What follows belongs to an exercise in optimizing a design on an open flow for small area; a production flow would make more cautious choices. Function was checked by simulation only, so behaviour that the tests miss may differ from the original. Power and IR drop assume default switching activity.

## wip/sierra
==> flow/design.v (excerpt) <==
module sha512_engine (
  input  wire        clk,
  input  wire        rst,           
  input  wire        req_valid,
  input  wire        req_we,
  input  wire [6:0]  req_addr,
  input  wire [63:0] req_wdata,
  output wire        req_ready,
  output reg         rsp_valid,
  output wire [63:0] rsp_rdata
);
Size in the first run: roughly 3,200 flip-flops, roughly 140 I/O pins, ~120,000 um2 of cells after synthesis.
export LEC_CHECK = 0
export CAP_MARGIN = 20
export CORE_MARGIN = 2
export CORE_UTILIZATION = 50
export PLACE_DENSITY = 0.6
export SLEW_MARGIN = 20
export SYNTH_MEMORY_MAX_BITS = 16384
create_clock -name core_clock -period 16.0 [get_ports {clk}]
standard.sh (not shown) runs the stock make flow with config.mk's settings and CLKGATE_MAP_FILE= SYNTH_SCRIPT=/design/flow/synth_recipe.tcl, a recipe that flattens the netlist after the stock synthesis.
==> flow/flow/run.sh <==
#!/bin/bash
# Own layout flow: the standard ORFS flow with an area-oriented ABC
# script in synthesis, the smallest buffer on each port, a clock tree without
# dummy loads, and antenna repair with a margin and more rounds.  Each
# tool's output is in orfs/logs/; make's own output in flow_make.log.
set -euo pipefail
WORK=$PWD
export AREA_ABC_SCRIPT=$WORK/flow/area.abc
CTS="-sink_clustering_enable -repair_clock_nets -dont_use_dummy_load -sink_buffer_max_cap_derate 1.0 -buf_list {sky130_fd_sc_hd__clkbuf_16} -sink_clustering_size 25 -sink_clustering_max_diameter 80 -clustering_exponent 2"
bash standard.sh SYNTH_SCRIPT=$WORK/flow/synth_area.tcl "CTS_ARGS=$CTS" \
  "BUFFER_PORTS_ARGS=-buffer_cell sky130_fd_sc_hd__buf_1" MAX_REPAIR_ANTENNAS_ITER_DRT=8 \
  PRE_GLOBAL_ROUTE_TCL=$WORK/flow/antenna.tcl PRE_DETAIL_ROUTE_TCL=$WORK/flow/antenna.tcl \
  finish > $WORK/flow_make.log 2>&1
==> flow/flow/antenna.tcl <==
# Sourced before global and detailed routing: every antenna repair aims 30%
# below the antenna ratio limits, so that the few long, lightly loaded nets
# do not need round after round of re-routing.
if { [llength [info commands repair_antennas_std]] == 0 } {
  rename repair_antennas repair_antennas_std
  proc repair_antennas { args } { repair_antennas_std {*}$args -ratio_margin 30 }
}
==> flow/flow/area.abc <==
strash
&get -n
&st
&syn2
&dch
&nf -R 1000
&put
strash
&get -n
&st
&synch2
&dch -f
&nf -a -R 1000
&put
strash
&get -n
&st
&synch2
&dch -f
&nf -p -a -R 1000 -F 8 -A 6 -C 32
&put
topo
stime -c
stime -c
==> flow/flow/synth_area.tcl <==
# synth_recipe.tcl with one change: Yosys's abc pass runs flow/area.abc, an
# area-oriented mapping script, in place of ORFS's default script.
proc synth {args} { yosys synth -nofsm -noshare {*}$args }
proc abc {args} {
  set i [lsearch -exact $args -script]
  if { $i >= 0 } { lset args [expr { $i + 1 }] $::env(AREA_ABC_SCRIPT) }
  yosys abc {*}$args
}
source $::env(SCRIPTS_DIR)/synth.tcl
# left out here: clear keep_hierarchy, flatten, clean up, hide names made inside functions, write 1_2_yosys.v
The final layout from wip/sierra, which completed every stage, passed the timing, design-rule and antenna checks at the end of the flow.
Setup changes, wip/sierra to wip/xenon
-- flow/flow/area.abc --
<<< wip/sierra, line 24
>>> wip/xenon, line 24
buffer -c
upsize -c
dnsize -c
## What came out
- Re relative contribution of the clock network to total power: wip/xenon is 0.3 points down on wip/sierra.
- wip/xenon reached the end of the flow, and the finished layout is clean on the timing, design-rule and antenna checks.
- Proportion of synthesized area in mux cells: wip/xenon vs wip/sierra, no meaningful difference
- Going from wip/sierra to wip/xenon, maximum frequency grew by a few percent.
- wip/xenon vs wip/sierra: clock buffer count down by a few percent
- Comparing wip/xenon and wip/sierra, worst clock skew on the final layout is higher on wip/sierra.
The following lists how wip/amber was set up differently from wip/xenon:
-- flow/flow/run.sh --
<<< wip/xenon, line 9
CTS="-sink_clustering_enable -repair_clock_nets -dont_use_dummy_load -sink_buffer_max_cap_derate 1.0 -buf_list {sky130_fd_sc_hd__clkbuf_16} -sink_clustering_size 25 -sink_clustering_max_diameter 80 -clustering_exponent 2"
>>> wip/amber, line 9
CTS="-sink_clustering_enable -repair_clock_nets -dont_use_dummy_load -sink_buffer_max_cap_derate 1.0 -buf_list {sky130_fd_sc_hd__clkbuf_16} -sink_clustering_size 25 -sink_clustering_max_diameter 100 -clustering_exponent 2"
-- flow/config.mk --
<<< wip/xenon, line 10
export CORE_UTILIZATION = 50
export PLACE_DENSITY = 0.6
>>> wip/amber, line 10
export CORE_UTILIZATION = 60
export PLACE_DENSITY = 0.75
--- outcome ---
The final layout from wip/amber, which completed every stage, passed the timing, design-rule and antenna checks at the end of the flow.
Sort wip/amber and wip/xenon by worst path arrival time, descending, and wip/amber comes first.
Reported for wip/amber and wip/xenon, sequential cell count turned out identical to the last digit.
Worst slack on hold paths deteriorates in wip/amber relative to wip/xenon.
Summary of the comparison: clock power is lower in wip/amber, relative to wip/xenon.
Vias: wip/amber more than wip/xenon
First-pass GRT wire length of wip/amber falls short of that of wip/xenon by a few percent.
wip/amber vs. wip/xenon: register share of the cell area grew by 0.40 points, die area moved down, power shrank by 0.67%, maximum number of pins on one net before global-route repair fell by 12%.
Input changes introduced in wip/nickel (baseline for comparison: wip/amber):
-- flow/flow/run.sh --
<<< wip/amber, line 9
CTS="-sink_clustering_enable -repair_clock_nets -dont_use_dummy_load -sink_buffer_max_cap_derate 1.0 -buf_list {sky130_fd_sc_hd__clkbuf_16} -sink_clustering_size 25 -sink_clustering_max_diameter 100 -clustering_exponent 2"
>>> wip/nickel, line 9
CTS="-sink_clustering_enable -repair_clock_nets -dont_use_dummy_load -sink_buffer_max_cap_derate 1.0 -buf_list {sky130_fd_sc_hd__clkbuf_16} -sink_clustering_size 25 -sink_clustering_max_diameter 80 -clustering_exponent 2"
-- flow/flow/area.abc --
<<< wip/amber, line 20
&nf -p -a -R 1000 -F 8 -A 6 -C 32
>>> wip/nickel, line 20
&nf -p -a -R 1000
-- flow/config.mk --
<<< wip/amber, line 10
export CORE_UTILIZATION = 60
export PLACE_DENSITY = 0.75
>>> wip/nickel, line 10
export CORE_UTILIZATION = 50
export PLACE_DENSITY = 0.6
==> notes.md <==
In wip/nickel, the measured slew at the worst slew-check pin came out 46 ps below the value in wip/amber.
Cmp wip/nickel and wip/amber / clock-buffer cell count / lower: wip/amber
Reported for wip/nickel and wip/amber, post-route DRC violation count turned out identical to the last digit.
wip/nickel and wip/amber ended up with nearly the same combined flip-flop and latch cell area.
Cell-internal power ended up 0.072 mW higher on wip/nickel than on wip/amber.
Looking at fmax across wip/nickel and wip/amber, the one that comes out higher is wip/nickel.

==> what the ideal ports hide <==
The results above use ideal ports. As a check the final layouts listed here were re-extracted and re-timed, cells and wires unchanged. Step 1 sets driving cells, clkbuf_16 on the clock port and buf_2 on the other inputs (assumed; they add their load-dependent delay and slew). Step 2 moves the port delays by t, midway between the first and last clock arrival at a register: inputs arrive t later, outputs are due t later. That takes back most of the time a late clock gives input paths. a / b / c = no drivers / after step 1 / after step 2; a / b = the first two.
run | t, ns | setup slack, ns | latest minus earliest clock arrival (ns) | slew at the worst register clock pin (ns)
wip/sierra | 0.907 | 3.701 / 3.701 / 3.701 | 0.155 / 0.154 | 0.11 / 0.11
wip/xenon | 0.941 | 4.409 / 4.409 / 4.409 | 0.128 / 0.128 | 0.11 / 0.11
wip/amber | 0.928 | 3.774 / 3.774 / 3.774 | 0.144 / 0.143 | 0.10 / 0.10
wip/nickel | 0.950 | 4.885 / 4.885 / 4.885 | 0.173 / 0.173 | 0.11 / 0.11
After both steps setup and hold are still met in every run listed.
